This is an optimization exercise on Yosys and OpenROAD, whose aim is small area, a short achievable clock period and few clock cycles per item, not a production implementation. Function was not checked in any run shown here: the RTL went through the layout flow alone. Power is estimated from default activity; no workload was simulated.

==> design/flow/design.v <==
module iwp_cmd_core (
    input  wire        clk,
    input  wire        rst,
    input  wire        cmd_valid,
    output wire        cmd_ready,
    input  wire [7:0]  cmd_op,
    input  wire [31:0] cmd_arg0,
    input  wire [31:0] cmd_arg1,
    input  wire [31:0] cmd_arg2,
    input  wire [31:0] cmd_arg3,
    input  wire [63:0] cmd_now,
    output reg         rsp_valid,
    output reg  [31:0] rsp_q0,
    output wire [31:0] rsp_q1,
    output wire [31:0] rsp_q2,
    output wire [31:0] rsp_q3,
    output wire [7:0]  rsp_status
);
    localparam [1:0] STOPPED = 2'd0;
    localparam [1:0] PAUSED  = 2'd1;
    localparam [1:0] PLAYING = 2'd2;
    localparam integer K = 2;                
    reg  [15:0] q1;
    reg  [1:0]  q2;
    reg         st_nz, st_ref;
    assign rsp_q1     = {16'd0, q1};
    assign rsp_q2     = {30'd0, q2};
    assign rsp_q3     = 32'd0;
    assign rsp_status = {st_nz, st_nz, st_nz, st_ref, st_ref, st_ref, st_ref, st_ref};
    reg [1:0]  seq_state;
    reg [15:0] seq_index;
    reg [15:0] seq_n;
    reg        seq_loop;
    reg [19:0] seq_fps;
    reg [13:0] seq_speed;
    reg [63:0] seq_last;
    reg [15:0] tx_maxdg;
    reg [31:0] tx_scan_hz;
    reg        tx_session;
    reg [31:0] tx_ndgram;
    reg [19:0] tx_period;
    reg        ready_q;
    reg        s_v;
    reg [7:0]  s_op;
    reg [31:0] s_a0, s_a1, s_a2, s_a3;
    reg [63:0] s_now;
    assign cmd_ready = ready_q;
    wire op_w2s  = s_op == 8'h12;
    wire op_tx   = s_op == 8'h30 || s_op == 8'h31;
    wire op_upd  = s_op == 8'h44;
    wire op_set  = s_op == 8'h47 || s_op == 8'h48;
    reg         wph;             
    reg  [2:0]  tst;             
    localparam [2:0] T_IDLE = 3'd0, T_MUL1 = 3'd1, T_MUL2 = 3'd2, T_START = 3'd3, T_DIV = 3'd4;
    wire        w2s_act = s_v && op_w2s;
    reg  [15:0] ma, mb;
    always @(*) begin
        if (w2s_act) begin
            ma = wph ? s_a1[15:0] : s_a0[15:0];
            mb = wph ? s_a3[15:0] : s_a2[15:0];
        end else begin
            ma = {2'd0, seq_speed};
            mb = (tst == T_MUL1) ? seq_fps[15:0] : {12'd0, seq_fps[19:16]};
        end
    end
    wire [31:0] mp = ma * mb;
    localparam [39:0] NT = 40'd999999999999;
    localparam [19:0] NX = 20'd1000000;
    reg  [33:0] rmul;            
    reg  [26:0] tf;              
    reg  [33:0] rem;
    reg  [4:0]  pos;             
    reg         dmode;
    reg  [1:0]  txst;            
    wire [33:0] dd = dmode ? {14'd0, tx_scan_hz[19:0]} : rmul;
    function nbit(input md, input [4:0] p);
        nbit = md ? NX[p] : NT[p];
    endfunction
    wire        st1   = pos != 5'd0;
    wire        st2   = pos > 5'd1;
    wire [4:0]  p1    = pos - 5'd1;
    wire [4:0]  p2    = pos - 5'd2;
    wire [34:0] tr1   = {rem, nbit(dmode, p1)};
    wire [35:0] df1   = {1'b0, tr1} - {2'd0, dd};
    wire        ge1   = !df1[35];
    wire [33:0] r1    = ge1 ? df1[33:0] : tr1[33:0];
    wire [34:0] tr2   = {r1, nbit(dmode, p2)};
    wire [35:0] df2   = {1'b0, tr2} - {2'd0, dd};
    wire        ge2   = !df2[35];
    wire [33:0] r2    = ge2 ? df2[33:0] : tr2[33:0];
    wire [26:0] qset  = ({26'd0, ge1} << p1) | ({26'd0, ge2 & st2} << p2);
    wire [33:0] rem_n = st2 ? r2 : r1;
    wire [4:0]  pos_n = st2 ? pos - 5'd2 : 5'd0;
    wire        div_run = (tst == T_DIV) || (txst == 2'd1);
    reg  [5:0]  rb;              
    reg  [4:0]  hb;              
    integer i;
    always @(*) begin
        rb = 6'd0;
        for (i = 0; i < 34; i = i + 1) if (rmul[i]) rb = i + 1;
        hb = 5'd0;
        for (i = 0; i < 20; i = i + 1) if (s_a0[i]) hb = i + 1;
    end
    wire [4:0]  tnp   = 6'd41 - rb;               
    wire [33:0] tinit = NT >> tnp;
    wire [4:0]  xnp   = 5'd21 - hb;               
    wire [33:0] xinit = {14'd0, NX >> xnp};
    wire [35:0] rdf   = {1'b0, rem, 1'b0} - {2'd0, dd};
    wire        r_gt  = !rdf[35] && (rdf[34:0] != 35'd0);
    wire        r_eq  = rdf == 36'd0;
    wire [19:0] per_r = tx_period + {19'd0, r_gt || (r_eq && tx_period[0])};
    wire [64:0] ed    = {1'b0, s_now} - {1'b0, seq_last};
    wire        e_neg = ed[64];
    wire        e_big = |ed[63:27];
    wire [26:0] tmask = (dmode || tst == T_IDLE) ? 27'd0 : ~(27'h7ffffff << pos);
    wire [26:0] qhi   = tf | tmask;
    wire        d_yes = !e_neg && (e_big || ed[26:0] > qhi);
    wire        d_no  = e_neg || (!e_big && ed[26:0] <= tf);
    wire        playing = seq_state == PLAYING;
    wire        upd_go  = playing && seq_n != 16'd0;
    wire [16:0] idx_p1    = {1'b0, seq_index} + 17'd1;
    wire        adv_in    = idx_p1 < {1'b0, seq_n};
    wire [15:0] nm1       = seq_n - 16'd1;
    wire [15:0] adv_index = adv_in ? idx_p1[15:0] : (seq_loop ? 16'd0 : nm1);
    wire [1:0]  adv_state = (!adv_in && !seq_loop && playing) ? PAUSED : seq_state;
    wire [15:0] prev_index = (seq_index == 16'd0) ? nm1 : seq_index - 16'd1;
    wire [19:0] fps_c = (s_a0 < 32'd100) ? 20'd100 : (s_a0 > 32'd1000000) ? 20'd1000000 : s_a0[19:0];
    wire [13:0] spd_c = (s_a0 < 32'd100) ? 14'd100 : (s_a0 > 32'd10000) ? 14'd10000 : s_a0[13:0];
    wire [15:0] xa = s_a0[15:0];
    wire [15:0] xb = s_a1[15:0];
    wire        a_gt = xa > 16'd255;
    wire [15:0] y_neg = 16'h8000 - xb;
    reg [31:0] rd_val;
    reg        rd_ok;
    always @(*) begin
        rd_ok  = 1'b1;
        rd_val = 32'd0;
        case (s_a0[7:0])
            8'h00: rd_val = {24'd0, rsp_status};
            8'h01: rd_val = rsp_q0;
            8'h02: rd_val = {16'd0, q1};
            8'h03: rd_val = {30'd0, q2};
            8'h04: rd_val = 32'd0;
            8'h08: rd_val = s_a0;
            8'h09: rd_val = s_a1;
            8'h0A: rd_val = s_a2;
            8'h0B: rd_val = s_a3;
            8'h20: rd_val = {30'd0, seq_state};
            8'h21: rd_val = {16'd0, seq_index};
            8'h22: rd_val = {31'd0, seq_loop};
            8'h23: rd_val = {12'd0, seq_fps};
            8'h24: rd_val = {18'd0, seq_speed};
            8'h25: rd_val = seq_last[31:0];
            8'h26: rd_val = seq_last[63:32];
            8'h27: rd_val = {16'd0, seq_n};
            8'h30: rd_val = {16'd0, tx_maxdg};
            8'h31: rd_val = tx_scan_hz;
            8'h32: rd_val = {12'd0, tx_period};
            8'h33: rd_val = {31'd0, tx_session};
            8'h34: rd_val = tx_ndgram;
            8'h10, 8'h11, 8'h12,
            8'h40, 8'h41, 8'h42,
            8'h48, 8'h49, 8'h4A, 8'h4B, 8'h4C, 8'h4D, 8'h4E, 8'h4F, 8'h50,
            8'h60: rd_val = 32'd0;
            default: rd_ok = 1'b0;
        endcase
    end
    wire tx_triv = s_a0 == 32'd0 || s_a0 > 32'd1000000;
    reg  done;
    always @(*) begin
        if (op_w2s)      done = wph;
        else if (op_tx)  done = tx_triv || txst == 2'd2;
        else if (op_upd) done = !upd_go || d_yes || d_no;
        else             done = 1'b1;
    end
    wire fin = s_v && done;
    wire tpend_n = (s_v && op_set) || (tst != T_IDLE && !(tst == T_DIV && pos <= K));
    wire in_mc   = cmd_op == 8'h12 || cmd_op == 8'h30 || cmd_op == 8'h31 ||
                   (cmd_op == 8'h44 && tpend_n);
    wire will_fin = s_v && ((op_w2s && !wph) ||
                            (op_tx && txst == 2'd1 && pos <= K));
    always @(posedge clk) begin
        if (ready_q) begin
            s_op  <= cmd_op;
            s_a0  <= cmd_arg0;
            s_a1  <= cmd_arg1;
            s_a2  <= cmd_arg2;
            s_a3  <= cmd_arg3;
            s_now <= cmd_now;
        end
    end
    always @(posedge clk) begin
        if (rst) begin
            ready_q    <= 1'b1;
            s_v        <= 1'b0;
            wph        <= 1'b0;
            tst        <= T_IDLE;
            txst       <= 2'd0;
            dmode      <= 1'b0;
            pos        <= 5'd0;
            rem        <= 34'd0;
            rmul       <= 34'd30000000;
            tf         <= 27'd33333;
            seq_state  <= STOPPED;
            seq_index  <= 16'd0;
            seq_n      <= 16'd0;
            seq_loop   <= 1'b1;
            seq_fps    <= 20'd30000;
            seq_speed  <= 14'd1000;
            seq_last   <= 64'd0;
            tx_maxdg   <= 16'd1023;
            tx_scan_hz <= 32'd0;
            tx_session <= 1'b0;
            tx_ndgram  <= 32'd0;
            tx_period  <= 20'd1;
            rsp_valid  <= 1'b0;
            rsp_q0     <= 32'd0;
            q1         <= 16'd0;
            q2         <= 2'd0;
            st_nz      <= 1'b0;
            st_ref     <= 1'b0;
        end else begin
            if (ready_q) begin
                s_v     <= cmd_valid;
                ready_q <= !(cmd_valid && in_mc);
            end else if (fin) begin
                s_v     <= 1'b0;
                ready_q <= 1'b1;
            end else begin
                ready_q <= will_fin;
            end
            case (tst)
                T_MUL1: if (!w2s_act) begin
                    rmul <= {4'd0, mp[29:0]};
                    tst  <= T_MUL2;
                end
                T_MUL2: if (!w2s_act) begin
                    rmul[33:16] <= rmul[33:16] + mp[17:0];
                    tst  <= T_START;
                end
                T_START: begin
                    pos <= tnp;
                    rem <= tinit;
                    tst <= T_DIV;
                end
                default: ;
            endcase
            if (div_run) begin
                rem <= rem_n;
                pos <= pos_n;
                if (dmode) tx_period <= tx_period | qset[19:0];
                else       tf        <= tf | qset;
                if (pos <= K) begin
                    if (dmode) txst <= 2'd2;
                    else       tst  <= T_IDLE;
                end
            end
            rsp_valid <= fin;
            if (s_v) begin
                if (fin) begin
                    st_nz  <= 1'b0;
                    st_ref <= 1'b0;
                end
                case (s_op)
                    8'h00: ;
                    8'h10, 8'h11: begin
                        rsp_q0 <= {16'd0, (s_op[0] ? xa - 16'h8000 : xa + 16'h8000)};
                        q1     <= y_neg;
                    end
                    8'h12: begin
                        wph <= !wph;
                        if (!wph) rsp_q0 <= (s_a2[15:0] == 16'd0 || s_a3[15:0] == 16'd0) ? 32'd0 : {16'd0, mp[31:16]};
                        else begin
                            q1 <= (s_a2[15:0] == 16'd0 || s_a3[15:0] == 16'd0) ? 16'd0 : mp[31:16];
                            if (s_a2[15:0] == 16'd0 || s_a3[15:0] == 16'd0) st_nz <= 1'b1;
                        end
                    end
                    8'h13: rsp_q0 <= {16'd0, s_a0[7:0], s_a0[7:0]};
                    8'h14: rsp_q0 <= {16'd0, a_gt ? {8'd0, xa[15:8]} : xa};
                    8'h15: rsp_q0 <= {16'd0, s_a1[0] ? 16'd0 : a_gt ? xa : {xa[7:0], xa[7:0]}};
                    8'h30, 8'h31: begin
                        tx_scan_hz <= s_a0;
                        if (tx_triv) begin
                            tx_period <= 20'd1;
                            rsp_q0    <= 32'd1;
                        end else if (txst == 2'd0) begin
                            if (tst == T_IDLE) begin
                                dmode     <= 1'b1;
                                pos       <= xnp;
                                rem       <= xinit;
                                tx_period <= 20'd0;
                                txst      <= 2'd1;
                            end
                        end else if (txst == 2'd2) begin
                            tx_period <= per_r;
                            rsp_q0    <= {12'd0, per_r};
                            txst      <= 2'd0;
                        end
                        if (fin && (s_op == 8'h30 || tx_session)) begin
                            tx_ndgram  <= tx_ndgram + 32'd1;
                            tx_session <= 1'b1;
                        end
                    end
                    8'h33: begin
                        if (tx_session) begin
                            tx_session <= 1'b0;
                            tx_ndgram  <= tx_ndgram + 32'd1;
                        end
                        rsp_q0 <= {31'd0, tx_session};
                    end
                    8'h34: begin
                        if (s_a0 >= 32'd11 && s_a0 <= 32'd65535)
                            tx_maxdg <= s_a0[15:0];
                        else
                            st_nz <= 1'b1;
                    end
                    8'h40: begin
                        seq_n     <= s_a0[15:0];
                        seq_index <= 16'd0;
                        seq_state <= STOPPED;
                        rsp_q0    <= {16'd0, s_a0[15:0]};
                    end
                    8'h41: begin
                        if (!playing) begin
                            seq_state <= PLAYING;
                            seq_last  <= s_now;
                        end
                        rsp_q0 <= {30'd0, PLAYING};
                    end
                    8'h42: begin
                        if (playing) seq_state <= PAUSED;
                        rsp_q0 <= {30'd0, playing ? PAUSED : seq_state};
                    end
                    8'h43: begin
                        seq_state <= STOPPED;
                        seq_index <= 16'd0;
                        rsp_q0    <= 32'd0;
                    end
                    8'h44: if (fin) begin
                        if (upd_go && d_yes) begin
                            seq_index <= adv_index;
                            seq_state <= adv_state;
                            seq_last  <= s_now;
                            rsp_q0    <= {31'd0, adv_index != seq_index};
                            q1        <= adv_index;
                        end else begin
                            rsp_q0    <= 32'd0;
                            q1        <= seq_index;
                        end
                    end
                    8'h45: begin
                        if (seq_n != 16'd0) begin
                            seq_index <= adv_index;
                            seq_state <= adv_state;
                            rsp_q0    <= {16'd0, adv_index};
                        end else begin
                            rsp_q0    <= {16'd0, seq_index};
                        end
                    end
                    8'h46: begin
                        if (seq_n != 16'd0) begin
                            seq_index <= prev_index;
                            rsp_q0    <= {16'd0, prev_index};
                        end else begin
                            rsp_q0    <= {16'd0, seq_index};
                        end
                    end
                    8'h47: begin
                        seq_fps <= fps_c;
                        rsp_q0  <= {12'd0, fps_c};
                    end
                    8'h48: begin
                        seq_speed <= spd_c;
                        rsp_q0    <= {18'd0, spd_c};
                    end
                    8'h49: begin
                        seq_loop <= s_a0[0];
                        rsp_q0   <= {31'd0, s_a0[0]};
                    end
                    8'h4A: begin
                        rsp_q0 <= {16'd0, seq_index};
                        q1     <= seq_n;
                        q2     <= seq_state;
                    end
                    8'h50: begin
                        rsp_q0 <= rd_ok ? rd_val : 32'd0;
                        if (!rd_ok) st_nz <= 1'b1;
                    end
                    default: begin
                        st_nz  <= 1'b1;
                        st_ref <= 1'b1;
                    end
                endcase
                if (op_set) begin
                    tst   <= T_MUL1;
                    tf    <= 27'd0;
                    pos   <= 5'd27;
                    dmode <= 1'b0;
                end
            end
        end
    end
endmodule
==> design/flow/run.sh <==
#!/bin/bash
# synth_recipe.tcl (not shown) runs the flow's synth.tcl, then flattens the netlist and writes it again
# the make line also repeats each setting of config.mk as NAME=value (left out here)
make -C /OpenROAD-flow-scripts/flow DESIGN_CONFIG=/design/flow/config.mk WORK_HOME=/design/flow/orfs CLKGATE_MAP_FILE= SYNTH_SCRIPT=/design/flow/synth_recipe.tcl finish
==> design/flow/config.mk <==
export PLATFORM = sky130hd
export DESIGN_NAME = iwp_cmd_core
export DESIGN_NICKNAME = iwp_cmd_core
export VERILOG_FILES = /design/flow/design.v
export SDC_FILE = /design/flow/constraint.sdc
export NUM_CORES = 4
export LEC_CHECK = 0
export CAP_MARGIN = 20
export CORE_MARGIN = 2
export CORE_UTILIZATION = 40
export SLEW_MARGIN = 20
==> design/flow/constraint.sdc <==
create_clock -name core_clock -period 24.0 [get_ports {clk}]
set_input_delay 4.8000 -clock core_clock [delete_from_list [all_inputs] [get_ports {clk}]]
set_output_delay 4.8000 -clock core_clock [all_outputs]
set_load 0.01 [all_outputs]
==> results.sh, run 1 <==
export IMPL_die_height_um=372
export IMPL_fin_setup_tns_ns=0
export IMPL_most_used_dff_post_synth="sky130_fd_sc_hd__dfxtp_1"
export IMPL_route_met2_wl_mm=111
export IMPL_cts_buffers=76
export IMPL_route_detailed_wl_per_inst_um=31.7
export IMPL_drive_above_1_share=0.0805
export IMPL_crit_path_max_fanout=36
export IMPL_ys_seq_elements=596
export IMPL_fillCellCount=13300
export IMPL_synthDistinctLibCells=111
export IMPL_top_signal_layer_used="met5"
export IMPL_dp_final_hpwl_mm=216
export IMPL_detail_route_met3_wl_mm=36.7
export IMPL_dieWidth_um=372
export IMPL_worst_ir_drop_vdd_v=0.0000526
export IMPL_placement_rows=134
export IMPL_internal_cell_power_mw=1.91
export IMPL_max_slew_violation_count=0
export IMPL_ios=341
export IMPL_drt_iter0_drc=8248
export IMPL_globalplace_congestion=1.10
export IMPL_tritoncts="yes"
export IMPL_net_load_switching_power_mw=0.778
export IMPL_yosys_cell_count_top_type="sky130_fd_sc_hd__nand2_1"
export IMPL_slew_headroom=0.176
export IMPL_grt_pass1_vias=51100
export IMPL_synth_top_cells_by_area="sky130_fd_sc_hd__dfxtp_1 15%, sky130_fd_sc_hd__edfxtp_1 11%, sky130_fd_sc_hd__ha_1 8.2%"
export IMPL_cts_sink_count=596
export IMPL_core_area_um2=134000
export IMPL_worst_setup_path_end_kind="flip-flop"
export IMPL_yosys_top_cells_count="844 x sky130_fd_sc_hd__nand2_1, 615 x sky130_fd_sc_hd__nor2_1, 550 x sky130_fd_sc_hd__a21oi_1, 458 x sky130_fd_sc_hd__inv_1, 396 x sky130_fd_sc_hd__dfxtp_1"
export IMPL_min_delay_path_class="reg -> reg"
export IMPL_cts_setup_buffers=0
export IMPL_initial_utilization=0.404
export IMPL_pwr_share_clk=0.467
export IMPL_insertion_delay_of_the_later_clocked_pin_in_the_worst_skew_pair_ns=0.75
export IMPL_setup_viol_count_final=0
export IMPL_power_per_cell_area_nw_per_um2=44.2
export IMPL_seq_area_frac_synth=0.258
export IMPL_timing_setup_critical_path_class="reg -> reg"
export IMPL_synth_top_cell_area_share=0.147
export IMPL_final_net_count=7546
export IMPL_cp_start_kind="flip-flop"
export IMPL_yosysWarningCount=1
export IMPL_clk_pin_slew_ns=0.06
export IMPL_power_switching_share=0.290
export IMPL_grt_setup_unrepaired="no"
export IMPL_grt_start_max_net_pins=157
export IMPL_netlist_instances=6713
export IMPL_drt_wl_total_mm=274
export IMPL_clk_root_buffer_cell="sky130_fd_sc_hd__clkbuf_16"
export IMPL_routedLengthMet1_mm=110
export IMPL_worst_slew_pin_slew_ns=1.23
export IMPL_grt_overflow=0
export IMPL_drcViolationCount=0
export IMPL_holdBufCountCts=0
export IMPL_cts_repair_resized=0
export IMPL_global_route_usage_total=0.385
export IMPL_max_freq_ghz=0.0992
export IMPL_cpMaxStageDelayCell="sky130_fd_sc_hd__nor3_1"
export IMPL_synth_enable_flop_cells=200
export IMPL_finalWorstPathRequiredPeriod_ns=10.08
export IMPL_critical_path_max_stage_delay_ns=0.77
export IMPL_postRouteAntennaNets=0
export IMPL_grt_first_pass_wirelength_mm=381
export IMPL_p_seq_frac=0.408
export IMPL_synth_area_um2=54000
export IMPL_outcome="finished clean"
export IMPL_seqCellArea_um2=13900
export IMPL_worst_clock_skew_ns=0.101
export IMPL_htree_num_levels=3
export IMPL_area_growth_pct=12.5
export IMPL_initial_antenna_violation_count=18
export IMPL_detail_route_vias_per_cell=6.42
export IMPL_timing_hold_violations_final=0
export IMPL_placed_cells_incl_taps=8479
export IMPL_first_pass_iters=7
export IMPL_power_static_leakage_nw=23.6
export IMPL_finalPower_mw=2.68
export IMPL_layout_cells_non_filler=8642
export IMPL_detailroute_via_count=55500
export IMPL_path_common_cell="sky130_fd_sc_hd__buf_4"
export IMPL_timing_critical_path_required_ns=24.58
export IMPL_fin_crit_sh=0.420
export IMPL_drv_max_cap_violation_count=0
export IMPL_cp_data_arrival_time_ns=10.66
export IMPL_die_area_um2=138000
export IMPL_total_area_of_multi_input_combinational_cells_um2=36400
export IMPL_synthArstFlopShare=0
export IMPL_clk_path_buf_depth=3
export IMPL_postLayoutCoreUtil=0.454
export IMPL_synth_largest_area_cell="sky130_fd_sc_hd__dfxtp_1"
export IMPL_number_of_i_o_port_buffers=262
export IMPL_combinational_cell_fraction_of_total_power=0.124
export IMPL_postSynthAreaPerCell_um2=8.05
[layout make-up]
class	instances	area share
Sequential cell	596	0.229
Antenna cell	20	0.000824
Timing Repair Buffer	408	0.0618
Inverter	464	0.0287
Clock inverter	45	0.00898
Tap cell	1768	0.0364
Clock buffer	97	0.0355
Multi-Input combinational cell	5244	0.599
[through the flow]
| step | hold WS [ns] | setup slack, ns | instance area, um^2 |
|---|---|---|---|
| finish | 0.454 | 13.92 | 60800 |
| CTS | 0.456 | 14.22 | 60700 |
| global route | 0.472 | 13.53 | 60700 |
| detailed placement | 0.447 | 14.31 | 58000 |
| global placement | 0.442 | 14.36 | 58000 |
| floorplan | 0.435 | 14.43 | 54300 |
[critical path: cells and delay by family (launching register included)]
family | cells | cell delay, ns
compound gates | 19 | 4.29
xor+xnor | 1 | 0.48
fa+ha+maj | 3 | 0.88
buf+inv | 6 | 1.53
flops | 1 | 0.30
simple gates | 8 | 2.36
[state kept, by name, indices dropped and copies added (netlist names), 27 cells and up]
signal and count:
rem 34, rmul 34, rsp_q0 32, s_a0 32, s_a1 32, s_a2 32, s_a3 32, s_now 64
seq_last 64, tf 27, tx_ndgram 32, tx_scan_hz 32
[final timing paths]
| kind | from | to | slack (ns) | cells after the start |
|---|---|---|---|---|
| worst max-delay path | pos[1] | tx_period[16] | 13.92 | 37 |
| worst min register to register | seq_last[15] | seq_last[15] | 0.45 | 2 |
| worst max register to register | pos[1] | tx_period[16] | 13.92 | 37 |
| worst min-delay path | seq_last[15] | seq_last[15] | 0.45 | 2 |
[cell usage in the layout, fill, tap and decap left out, types with 188 or more instances in the layout]
master,count
sky130_fd_sc_hd__clkdlybuf4s50_1,261
sky130_fd_sc_hd__nand2_1,842
sky130_fd_sc_hd__inv_1,458
sky130_fd_sc_hd__nor2_1,605
sky130_fd_sc_hd__fa_1,198
sky130_fd_sc_hd__xnor2_1,188
sky130_fd_sc_hd__ha_1,355
sky130_fd_sc_hd__a21oi_1,549
sky130_fd_sc_hd__edfxtp_1,200
sky130_fd_sc_hd__dfxtp_1,393
sky130_fd_sc_hd__o21ai_0,296
[cells by family after synthesis]
group	count (synthesis)	synth area share
AOI/OAI and AO/OA	1879	0.235
xor gates and xnor gates	294	0.0477
adders and majority gates	553	0.156
buffers and inverters	950	0.0780
DFF	596	0.258
muxes	134	0.0303
other	1	0.0000694
and+or+nand+nor	2306	0.195
[per-layer routing]
| metal | up-vias | GRT usage |
|---|---|---|
| met1 | 27000 | 0.518 |
| met4 | 12 | 0.187 |
| met5 | - | 0 |
| li1 | 24000 | - |
| met3 | 700 | 0.134 |
| met2 | 3792 | 0.545 |
[power by group through the flow]
stage | Clock [mW] | Combinational [mW] | Sequential [mW]
2_1_floorplan | 0 | 0.199 | 1.10
3_3_place_gp | 0 | 0.320 | 1.11
3_5_place_dp | 0 | 0.320 | 1.12
4_1_cts | 1.26 | 0.322 | 1.09
5_1_grt | 1.30 | 0.352 | 1.10
6_report | 1.25 | 0.334 | 1.10
==> run 2, diff against run 1 <==
--- a/design/flow/design.v
+++ b/design/flow/design.v
@@ -62,8 +62,9 @@
             ma = {2'd0, seq_speed};
-            mb = (tst == T_MUL1) ? seq_fps[15:0] : {12'd0, seq_fps[19:16]};
+            mb = (tst == T_MUL1) ? {12'd0, seq_fps[19:16]} : seq_fps[15:0];
         end
     end
-    wire [31:0] mp = ma * mb;
+    wire [33:0] madd = (!w2s_act && tst == T_MUL2) ? {rmul[17:0], 16'd0} : 34'd0;
+    wire [33:0] mp = ma * mb + madd;
     localparam [39:0] NT = 40'd999999999999;
-    localparam [19:0] NX = 20'd1000000;
+    localparam [20:0] NX = 21'd2000000;
     reg  [33:0] rmul;            
@@ -105,8 +106,6 @@
     wire [33:0] tinit = NT >> tnp;
-    wire [4:0]  xnp   = 5'd21 - hb;               
-    wire [33:0] xinit = {14'd0, NX >> xnp};
-    wire [35:0] rdf   = {1'b0, rem, 1'b0} - {2'd0, dd};
-    wire        r_gt  = !rdf[35] && (rdf[34:0] != 35'd0);
-    wire        r_eq  = rdf == 36'd0;
-    wire [19:0] per_r = tx_period + {19'd0, r_gt || (r_eq && tx_period[0])};
+    wire [4:0]  xnp   = 5'd22 - hb;               
+    wire [33:0] xinit = {13'd0, NX >> xnp};
+    reg         xq0;
+    wire [19:0] per_r = tx_period + {19'd0, xq0 && (rem != 34'd0 || tx_period[0])};
     wire [64:0] ed    = {1'b0, s_now} - {1'b0, seq_last};
@@ -177,4 +176,6 @@
     wire tpend_n = (s_v && op_set) || (tst != T_IDLE && !(tst == T_DIV && pos <= K));
-    wire in_mc   = cmd_op == 8'h12 || cmd_op == 8'h30 || cmd_op == 8'h31 ||
-                   (cmd_op == 8'h44 && tpend_n);
+    wire play_n  = (playing || (s_v && s_op == 8'h41)) && (seq_n != 16'd0 || (s_v && s_op == 8'h40));
+    wire in_mc   = cmd_op == 8'h12 ||
+                   ((cmd_op == 8'h30 || cmd_op == 8'h31) && cmd_arg0[31:20] == 12'd0) ||
+                   (cmd_op == 8'h44 && tpend_n && play_n);
     wire will_fin = s_v && ((op_w2s && !wph) ||
@@ -199,2 +200,3 @@
             dmode      <= 1'b0;
+            xq0        <= 1'b0;
             pos        <= 5'd0;
@@ -233,3 +235,3 @@
                 T_MUL1: if (!w2s_act) begin
-                    rmul <= {4'd0, mp[29:0]};
+                    rmul <= mp;
                     tst  <= T_MUL2;
@@ -237,3 +239,3 @@
                 T_MUL2: if (!w2s_act) begin
-                    rmul[33:16] <= rmul[33:16] + mp[17:0];
+                    rmul <= mp;
                     tst  <= T_START;
@@ -250,3 +252,3 @@
                 pos <= pos_n;
-                if (dmode) tx_period <= tx_period | qset[19:0];
+                if (dmode) {tx_period, xq0} <= {tx_period, xq0} | qset[20:0];
                 else       tf        <= tf | qset;
@@ -291,2 +293,3 @@
                                 tx_period <= 20'd0;
+                                xq0       <= 1'b0;
                                 txst      <= 2'd1;
==> results.sh, run 2 <==
export IMPL_drv_max_cap_violation_count=0
export IMPL_cts_sink_count=597
export IMPL_core_area_um2=130000
export IMPL_seq_area_frac_synth=0.266
export IMPL_synth_simple_area_share=0.188
export IMPL_cp_data_arrival_time_ns=12.26
export IMPL_worstHoldStart="rsp_q0[4]"
export IMPL_worst_slew_pin_slew_ns=1.32
export IMPL_cpMaxStageDelayCell="sky130_fd_sc_hd__o311ai_0"
export IMPL_worst_setup_path_end_kind="flip-flop"
export IMPL_fin_crit_sh=0.488
export IMPL_grt_first_pass_wirelength_mm=339
export IMPL_initial_utilization=0.404
export IMPL_most_used_dff_post_synth="sky130_fd_sc_hd__dfxtp_1"
export IMPL_seqCellArea_um2=14000
export IMPL_yosysWarningCount=1
export IMPL_cts_buffers=74
export IMPL_fin_setup_tns_ns=0
export IMPL_detailroute_via_count=52100
export IMPL_placement_rows=132
export IMPL_cts_repair_resized=0
export IMPL_power_per_cell_area_nw_per_um2=44.0
export IMPL_dp_final_hpwl_mm=181
export IMPL_clk_pin_slew_ns=0.06
export IMPL_setup_slack_ns=12.29
export IMPL_slew_headroom=0.114
export IMPL_worst_ir_drop_vdd_v=0.0000614
export IMPL_die_area_um2=134000
export IMPL_setup_viol_count_final=0
export IMPL_worst_reg_to_reg_setup_slack_ns=12.29
export IMPL_ios=341
export IMPL_grt_pass1_vias=49400
export IMPL_drive_above_1_share=0.0618
export IMPL_die_height_um=366
export IMPL_top_regs="s_now x64, seq_last x64"
export IMPL_final_net_count=7331
export IMPL_crit_family="compound AO/OA/AOI/OAI gates"
export IMPL_reg2regPathDepth=36
export IMPL_synthDistinctLibCells=91
export IMPL_max_freq_ghz=0.0854
export IMPL_grt_setup_unrepaired="no"
export IMPL_synth_area_um2=52400
export IMPL_path_common_cell="sky130_fd_sc_hd__a21oi_1"
export IMPL_worst_r2r_endpoint="rem[9]"
export IMPL_timing_hold_violations_final=0
export IMPL_fin_worst_hold_slack_ns=0.450
export IMPL_initial_antenna_violation_count=11
export IMPL_postSynthAreaPerCell_um2=8.07
export IMPL_timing_setup_critical_path_class="reg -> reg"
export IMPL_cts_setup_buffers=0
export IMPL_mostFrequentLayoutCells="781 x sky130_fd_sc_hd__nand2_1, 572 x sky130_fd_sc_hd__nor2_1, 559 x sky130_fd_sc_hd__a21oi_1"
export IMPL_drt_wl_total_mm=235
export IMPL_yosys_top_cells_count="782 x sky130_fd_sc_hd__nand2_1, 586 x sky130_fd_sc_hd__nor2_1, 560 x sky130_fd_sc_hd__a21oi_1, 456 x sky130_fd_sc_hd__inv_1, 397 x sky130_fd_sc_hd__dfxtp_1"
export IMPL_hold_depth=2
export IMPL_dieWidth_um=366
export IMPL_insertion_delay_of_the_later_clocked_pin_in_the_worst_skew_pair_ns=0.69
export IMPL_synth_largest_area_cell="sky130_fd_sc_hd__dfxtp_1"
export IMPL_globalplace_congestion=1.03
export IMPL_drcViolationCount=0
export IMPL_worst_clock_skew_ns=0.0308
export IMPL_worst_setup_path_startpoint="pos[0]"
export IMPL_dpl_worst_slack_ns=12.54
export IMPL_global_route_usage_total=0.338
export IMPL_detail_route_vias_per_cell=6.23
export IMPL_tritoncts="yes"
export IMPL_holdBufCountCts=0
export IMPL_max_slew_violation_count=0
export IMPL_area_growth_pct=12.4
export IMPL_clk_root_buffer_cell="sky130_fd_sc_hd__clkbuf_16"
export IMPL_synthArstFlopShare=0
export IMPL_fillCellCount=13100
export IMPL_timing_critical_path_required_ns=24.55
export IMPL_power_static_leakage_nw=23.4
export IMPL_cp_start_kind="flip-flop"
export IMPL_first_pass_iters=10
export IMPL_route_detailed_wl_per_inst_um=28.1
export IMPL_clk_path_buf_depth=3
export IMPL_netlist_instances=6497
export IMPL_largest_family_of_logic_cells_by_synthesized_area="compound AO/OA/AOI/OAI gates"
export IMPL_number_of_i_o_port_buffers=262
export IMPL_synth_adder_area_share=0.167
export IMPL_post_synth_mux_area_share=0.0331
export IMPL_synth_xor_xnor_area_share=0.0351
export IMPL_grt_overflow=0
export IMPL_outcome="finished clean"
export IMPL_htree_num_levels=3
export IMPL_most_frequent_standard_cell_in_the_layout_excluding_fill_and_tap_cells="sky130_fd_sc_hd__nand2_1"
export IMPL_yosys_cell_count_top_type="sky130_fd_sc_hd__nand2_1"
export IMPL_min_delay_path_class="reg -> reg"
export IMPL_worstHoldEndpoint="rsp_q0[4]"
export IMPL_grt_start_max_net_pins=154
export IMPL_synth_compound_area_share=0.236
export IMPL_cp_buffers_inverters=5
export IMPL_synth_top_cells_by_area="sky130_fd_sc_hd__dfxtp_1 15%, sky130_fd_sc_hd__edfxtp_1 11%, sky130_fd_sc_hd__ha_1 8.5%"
export IMPL_total_area_of_multi_input_combinational_cells_um2=35000
export IMPL_critical_path_max_stage_delay_ns=0.71
export IMPL_finalWorstPathRequiredPeriod_ns=11.71
export IMPL_crit_reg2reg_launch="pos[0]"
export IMPL_synth_top_cell_area_share=0.152
export IMPL_ys_seq_elements=597
export IMPL_drt_iter0_drc=6995
export IMPL_crit_path_max_fanout=47
export IMPL_synth_enable_flop_cells=200
export IMPL_postRouteAntennaNets=0
==> run 2: cell types whose count changed in the layout (fill, tap and decap cells not counted), moves of 33 or more <==
| cell | previous run | this run |
|---|---|---|
| sky130_fd_sc_hd__nand2_1 | 842 | 781 |
| sky130_fd_sc_hd__nor3_1 | 156 | 119 |
| sky130_fd_sc_hd__nand2_2 | 57 | 1 |
| sky130_fd_sc_hd__a22o_1 | 17 | 86 |
| sky130_fd_sc_hd__nor2_1 | 605 | 572 |
| sky130_fd_sc_hd__a21oi_2 | 62 | 2 |
| sky130_fd_sc_hd__xnor2_1 | 188 | 131 |
==> run 2: worst max-delay path by stage <==
stage	to	depth (start not counted)	slack, ns
3_5_place_dp	rem[5]	37	12.54
6_report	rem[9]	36	12.29
4_1_cts	rem[9]	36	12.46
2_1_floorplan	cmd_ready	0	14.45
3_3_place_gp	rem[5]	37	12.78
5_1_grt	rem[9]	36	11.16
==> run 2: cells by family after synthesis <==
| logic type | Yosys count |
|---|---|
| AND/OR/NAND/NOR | 2151 |
| AO/OA/AOI/OAI | 1860 |
| buffers and inverters | 944 |
| flip-flops | 597 |
| adder cells (fa/ha/maj) | 570 |
| XOR/XNOR | 210 |
| multiplexers | 164 |
| other | 1 |
==> run 2: through the flow <==
| stage | util | cells | total power, mW | area [um^2] |
|---|---|---|---|---|
| after global placement | 0.435 | 8223 | 1.44 | 56400 |
| after CTS | 0.454 | 8360 | 2.60 | 58900 |
| after global routing | 0.454 | 8361 | 2.67 | 58900 |
| after detailed placement | 0.435 | 8223 | 1.44 | 56500 |
| final | 0.454 | 8363 | 2.59 | 58900 |
| after floorplan | - | 6574 | 1.30 | 52700 |
==> run 2: routing by layer <==
metal / vias up / share of wire / global-route usage
met5: - / 0.00056 / 0
met2: 2891 / 0.44 / 0.529
met4: 18 / 0.073 / 0.215
met1: 25100 / 0.39 / 0.423
met3: 693 / 0.094 / 0.0706
li1: 23400 / - / -
==> run 2: where the power goes <==
part           total, mW  switching (mW)  internal (mW)
Clock               1.16           0.503          0.660
Sequential          1.09          0.0283           1.06
Combinational      0.338           0.214          0.124
Total               2.59           0.745           1.85
==> run 2: worst min-delay path, delay by kind of cell (launching register included) <==
family / cells / cell delay, ns
flip-flops: 1 / 0.31
AND/OR/NAND/NOR: 1 / 0.05
AO/OA/AOI/OAI: 1 / 0.05
==> run 2: layout make-up <==
type / instances / share of cell area
clock inverters: 43 / 0.00756
flip-flops and latches: 597 / 0.237
clock buffers: 94 / 0.0343
well taps: 1742 / 0.0370
inverters: 458 / 0.0292
diodes: 2 / 0.0000849
multi-input cells: 5033 / 0.593
repair buffers: 394 / 0.0618
==> run 3, diff against run 2 <==
--- a/design/flow/design.v
+++ b/design/flow/design.v
@@ -21,3 +21,2 @@
     localparam [1:0] PLAYING = 2'd2;
-    localparam integer K = 2;                
     reg  [15:0] q1;
@@ -47,6 +46,4 @@
     assign cmd_ready = ready_q;
-    wire op_w2s  = s_op == 8'h12;
-    wire op_tx   = s_op == 8'h30 || s_op == 8'h31;
-    wire op_upd  = s_op == 8'h44;
-    wire op_set  = s_op == 8'h47 || s_op == 8'h48;
+    reg  op_w2s, op_tx, op_upd, op_set;
+    reg  w2s_act;                
     reg         wph;             
@@ -54,3 +51,2 @@
     localparam [2:0] T_IDLE = 3'd0, T_MUL1 = 3'd1, T_MUL2 = 3'd2, T_START = 3'd3, T_DIV = 3'd4;
-    wire        w2s_act = s_v && op_w2s;
     reg  [15:0] ma, mb;
@@ -77,19 +73,12 @@
     function nbit(input md, input [4:0] p);
-        nbit = md ? NX[p] : NT[p];
+        nbit = md ? (p < 5'd21 && NX[p]) : NT[p];
     endfunction
-    wire        st1   = pos != 5'd0;
-    wire        st2   = pos > 5'd1;
+    reg         nb;              
     wire [4:0]  p1    = pos - 5'd1;
-    wire [4:0]  p2    = pos - 5'd2;
-    wire [34:0] tr1   = {rem, nbit(dmode, p1)};
+    wire [26:0] p1dec = 27'd1 << p1;
+    wire [34:0] tr1   = {rem, nb};
     wire [35:0] df1   = {1'b0, tr1} - {2'd0, dd};
     wire        ge1   = !df1[35];
-    wire [33:0] r1    = ge1 ? df1[33:0] : tr1[33:0];
-    wire [34:0] tr2   = {r1, nbit(dmode, p2)};
-    wire [35:0] df2   = {1'b0, tr2} - {2'd0, dd};
-    wire        ge2   = !df2[35];
-    wire [33:0] r2    = ge2 ? df2[33:0] : tr2[33:0];
-    wire [26:0] qset  = ({26'd0, ge1} << p1) | ({26'd0, ge2 & st2} << p2);
-    wire [33:0] rem_n = st2 ? r2 : r1;
-    wire [4:0]  pos_n = st2 ? pos - 5'd2 : 5'd0;
+    wire [33:0] rem_n = ge1 ? df1[33:0] : tr1[33:0];
+    wire [26:0] qset  = p1dec & {27{ge1}};
     wire        div_run = (tst == T_DIV) || (txst == 2'd1);
@@ -175,3 +164,3 @@
     wire fin = s_v && done;
-    wire tpend_n = (s_v && op_set) || (tst != T_IDLE && !(tst == T_DIV && pos <= K));
+    wire tpend_n = (s_v && op_set) || (tst != T_IDLE && !(tst == T_DIV && pos == 5'd1));
     wire play_n  = (playing || (s_v && s_op == 8'h41)) && (seq_n != 16'd0 || (s_v && s_op == 8'h40));
@@ -181,5 +170,9 @@
     wire will_fin = s_v && ((op_w2s && !wph) ||
-                            (op_tx && txst == 2'd1 && pos <= K));
+                            (op_tx && txst == 2'd1 && pos == 5'd1));
     always @(posedge clk) begin
         if (ready_q) begin
+            op_w2s <= cmd_op == 8'h12;
+            op_tx  <= cmd_op == 8'h30 || cmd_op == 8'h31;
+            op_upd <= cmd_op == 8'h44;
+            op_set <= cmd_op == 8'h47 || cmd_op == 8'h48;
             s_op  <= cmd_op;
@@ -196,2 +189,4 @@
             s_v        <= 1'b0;
+            w2s_act    <= 1'b0;
+            nb         <= 1'b0;
             wph        <= 1'b0;
@@ -226,2 +221,3 @@
                 s_v     <= cmd_valid;
+                w2s_act <= cmd_valid && cmd_op == 8'h12;
                 ready_q <= !(cmd_valid && in_mc);
@@ -229,2 +225,3 @@
                 s_v     <= 1'b0;
+                w2s_act <= 1'b0;
                 ready_q <= 1'b1;
@@ -244,2 +241,3 @@
                     pos <= tnp;
+                    nb  <= NT[tnp - 5'd1];
                     rem <= tinit;
@@ -251,6 +249,7 @@
                 rem <= rem_n;
-                pos <= pos_n;
+                pos <= p1;
+                nb  <= nbit(dmode, pos - 5'd2);
                 if (dmode) {tx_period, xq0} <= {tx_period, xq0} | qset[20:0];
                 else       tf        <= tf | qset;
-                if (pos <= K) begin
+                if (pos == 5'd1) begin
                     if (dmode) txst <= 2'd2;
@@ -291,2 +290,3 @@
                                 pos       <= xnp;
+                                nb        <= NX[xnp - 5'd1];
                                 rem       <= xinit;
==> results.sh, run 3 <==
export IMPL_detail_route_vias_per_cell=6.19
export IMPL_fin_setup_tns_ns=0
export IMPL_fillCellCount=12400
export IMPL_synth_top_cell_area_share=0.158
export IMPL_clk_path_buf_depth=3
export IMPL_power_static_leakage_nw=22.9
export IMPL_drt_wl_total_mm=222
export IMPL_slew_headroom=0.220
export IMPL_postRouteAntennaNets=0
export IMPL_area_growth_pct=12.7
export IMPL_cts_sink_count=603
export IMPL_timing_hold_violations_final=0
export IMPL_cp_data_arrival_time_ns=10.60
export IMPL_most_used_dff_post_synth="sky130_fd_sc_hd__dfxtp_1"
export IMPL_setup_viol_count_final=0
export IMPL_worst_slew_pin_slew_ns=1.17
export IMPL_synth_top_cells_by_area="sky130_fd_sc_hd__dfxtp_1 16%, sky130_fd_sc_hd__edfxtp_1 12%, sky130_fd_sc_hd__fa_1 8.4%"
export IMPL_worst_setup_path_end_kind="flip-flop"
export IMPL_timing_critical_path_required_ns=24.61
export IMPL_cts_buffers=72
export IMPL_dpl_cell_area_um2=54400
export IMPL_placement_rows=130
export IMPL_mostFrequentLayoutCells="696 x sky130_fd_sc_hd__nand2_1, 577 x sky130_fd_sc_hd__nor2_1, 521 x sky130_fd_sc_hd__a21oi_1"
export IMPL_clk_pin_slew_ns=0.06
export IMPL_combinational_cell_fraction_of_total_power=0.139
export IMPL_drcViolationCount=0
export IMPL_dieWidth_um=359
export IMPL_synthDistinctLibCells=105
export IMPL_worst_ir_drop_vdd_v=0.0000555
export IMPL_min_delay_path_class="reg -> reg"
export IMPL_initial_antenna_violation_count=6
export IMPL_drt_iter0_drc=6741
export IMPL_drv_max_cap_violation_count=0
export IMPL_power_per_cell_area_nw_per_um2=46.0
export IMPL_die_height_um=359
export IMPL_first_pass_iters=9
export IMPL_route_detailed_wl_per_inst_um=28.1
export IMPL_grt_overflow=0
export IMPL_max_slew_violation_count=0
export IMPL_yosys_top_cells_count="696 x sky130_fd_sc_hd__nand2_1, 582 x sky130_fd_sc_hd__nor2_1, 524 x sky130_fd_sc_hd__a21oi_1, 435 x sky130_fd_sc_hd__inv_1, 399 x sky130_fd_sc_hd__dfxtp_1"
export IMPL_detailroute_via_count=48900
export IMPL_grt_first_pass_wirelength_mm=320
export IMPL_cp_start_kind="flip-flop"
export IMPL_final_net_count=6916
export IMPL_seq_area_frac_synth=0.280
export IMPL_worst_clock_skew_ns=0.0343
export IMPL_max_freq_ghz=0.100
export IMPL_cpMaxStageDelayCell="sky130_fd_sc_hd__a211oi_1"
export IMPL_synth_area_um2=50500
export IMPL_cts_repair_resized=0
export IMPL_final_design_area_no_fill_um2=56900
export IMPL_power_switching_share=0.284
export IMPL_globalplace_congestion=1.03
export IMPL_tritoncts="yes"
export IMPL_cts_setup_buffers=0
export IMPL_critical_path_max_stage_delay_ns=0.83
export IMPL_internal_cell_power_mw=1.87
export IMPL_synth_enable_flop_cells=204
export IMPL_grt_pass1_vias=45900
export IMPL_dp_final_hpwl_mm=172
export IMPL_yosys_cell_count_top_type="sky130_fd_sc_hd__nand2_1"
export IMPL_htree_num_levels=3
export IMPL_pwr_share_clk=0.440
export IMPL_p_seq_frac=0.421
export IMPL_fin_crit_sh=0.416
export IMPL_netlist_instances=6085
export IMPL_holdBufCountCts=0
export IMPL_net_load_switching_power_mw=0.744
export IMPL_top_regs="s_now x64, seq_last x64"
export IMPL_clk_root_buffer_cell="sky130_fd_sc_hd__clkbuf_16"
export IMPL_path_common_cell="sky130_fd_sc_hd__fa_1"
export IMPL_crit_path_max_fanout=17
export IMPL_initial_utilization=0.402
export IMPL_timing_setup_critical_path_class="reg -> reg"
export IMPL_fin_worst_hold_slack_ns=0.459
export IMPL_insertion_delay_of_the_later_clocked_pin_in_the_worst_skew_pair_ns=0.69
export IMPL_most_frequent_standard_cell_in_the_layout_excluding_fill_and_tap_cells="sky130_fd_sc_hd__nand2_1"
export IMPL_outcome="finished clean"
export IMPL_ios=341
export IMPL_synth_largest_area_cell="sky130_fd_sc_hd__dfxtp_1"
export IMPL_grt_setup_unrepaired="no"
export IMPL_grt_start_max_net_pins=151
export IMPL_global_route_usage_total=0.333
export IMPL_ys_seq_elements=603
export IMPL_drive_above_1_share=0.0599
export IMPL_synthArstFlopShare=0
export IMPL_core_area_um2=125000
export IMPL_die_area_um2=129000
export IMPL_finalWorstPathRequiredPeriod_ns=9.98
export IMPL_yosysWarningCount=1
export IMPL_postSynthAreaPerCell_um2=8.29
export IMPL_number_of_i_o_port_buffers=262
==> run 3: worst paths after layout <==
check	from	end	slack, ns	cells past startpoint
worst max register to register	tst[2]	rsp_q0[15]	14.02	29
worst min register to register	rsp_q0[4]	rsp_q0[4]	0.46	2
worst min-delay path	rsp_q0[4]	rsp_q0[4]	0.46	2
worst max-delay path	tst[2]	rsp_q0[15]	14.02	29
==> run 3: power by group through the flow <==
| stage | logic (mW) | clock network, mW | registers, mW |
|---|---|---|---|
| final | 0.363 | 1.15 | 1.10 |
| after global routing | 0.390 | 1.21 | 1.10 |
| after CTS | 0.353 | 1.17 | 1.10 |
| after detailed placement | 0.351 | 0 | 1.12 |
| after global placement | 0.348 | 0 | 1.12 |
| after floorplan | 0.219 | 0 | 1.11 |
==> run 3: area by class of cell <==
| type | instances | area [um^2] | share of cell area |
|---|---|---|---|
| clock buffers | 93 | 1950 | 0.0343 |
| multi-input cells | 4668 | 32900 | 0.579 |
| clock inverters | 40 | 472 | 0.00830 |
| repair buffers | 399 | 3670 | 0.0645 |
| well taps | 1650 | 2060 | 0.0363 |
| diodes | 4 | 10.0 | 0.000176 |
| flip-flops and latches | 603 | 14100 | 0.248 |
| inverters | 438 | 1640 | 0.0289 |
==> run 3: worst max-delay path, delay by kind of cell, from the launching register on <==
family | cells | cell delay, ns
xor+xnor | 1 | 0.27
simple gates | 7 | 1.71
compound gates | 8 | 2.80
buf+inv | 3 | 0.16
fa+ha+maj | 7 | 3.40
flops | 1 | 0.56
mux | 3 | 1.00
==> run 3: cell families (layout without fill, tap and decap cells) <==
kind of cell,Yosys count,count (layout),synth area share
and+or+nand+nor,2041,2041,0.186
AOI/OAI and AO/OA,1580,1580,0.211
buffers and inverters,891,970,0.0755
DFF,603,603,0.280
adders and majority gates,531,531,0.163
muxes,226,226,0.0485
xor gates and xnor gates,212,212,0.0368
other,1,82,0.0000743
==> run 3: layer usage <==
layer  global-route usage  wire length, um
met5                    0               54
met4                0.195            15100
met3               0.0702            21500
met2                0.505            95200
met1                0.437            89900
==> run 3: metrics by stage <==
step                      setup WS, ns  utilization  std cells  total power [mW]
after floorplan                  14.32            -       6162              1.33
after global placement           14.44        0.434       7757              1.47
after detailed placement         14.23        0.434       7757              1.47
after CTS                        14.15        0.453       7890              2.62
after global routing             13.42        0.453       7891              2.70
final                            14.02        0.453       7895              2.62

-- separate check: timing with driven ports --
The results above use ideal ports. As a check the final layouts listed here were re-extracted and re-timed, cells and wires unchanged. Step 1: set_driving_cell puts a clkbuf_16 on clk and a buf_2 on each other input, an assumption about the parent block. Step 2 also shifts input and output timing later by t, the mid clock arrival at the registers, as if the neighbouring blocks saw the same clock. Three values: ideal, step 1, step 2; two values: the first two.
| run | t (ns) | setup slack, ns | hold slack, ns | clock arrival spread, ns | worst data-port slew with drivers (ns) |
|---|---|---|---|---|---|
| run 1 | 0.784 | 13.920 / 13.920 / 13.920 | 0.454 / 0.454 / 0.454 | 0.101 / 0.101 | 0.13 |
| run 2 | 0.756 | 12.290 / 12.290 / 12.290 | 0.450 / 0.450 / 0.450 | 0.030 / 0.031 | 0.13 |
| run 3 | 0.749 | 14.016 / 14.016 / 14.016 | 0.459 / 0.459 / 0.459 | 0.034 / 0.034 | 0.09 |
After both steps every run listed still meets setup and hold.
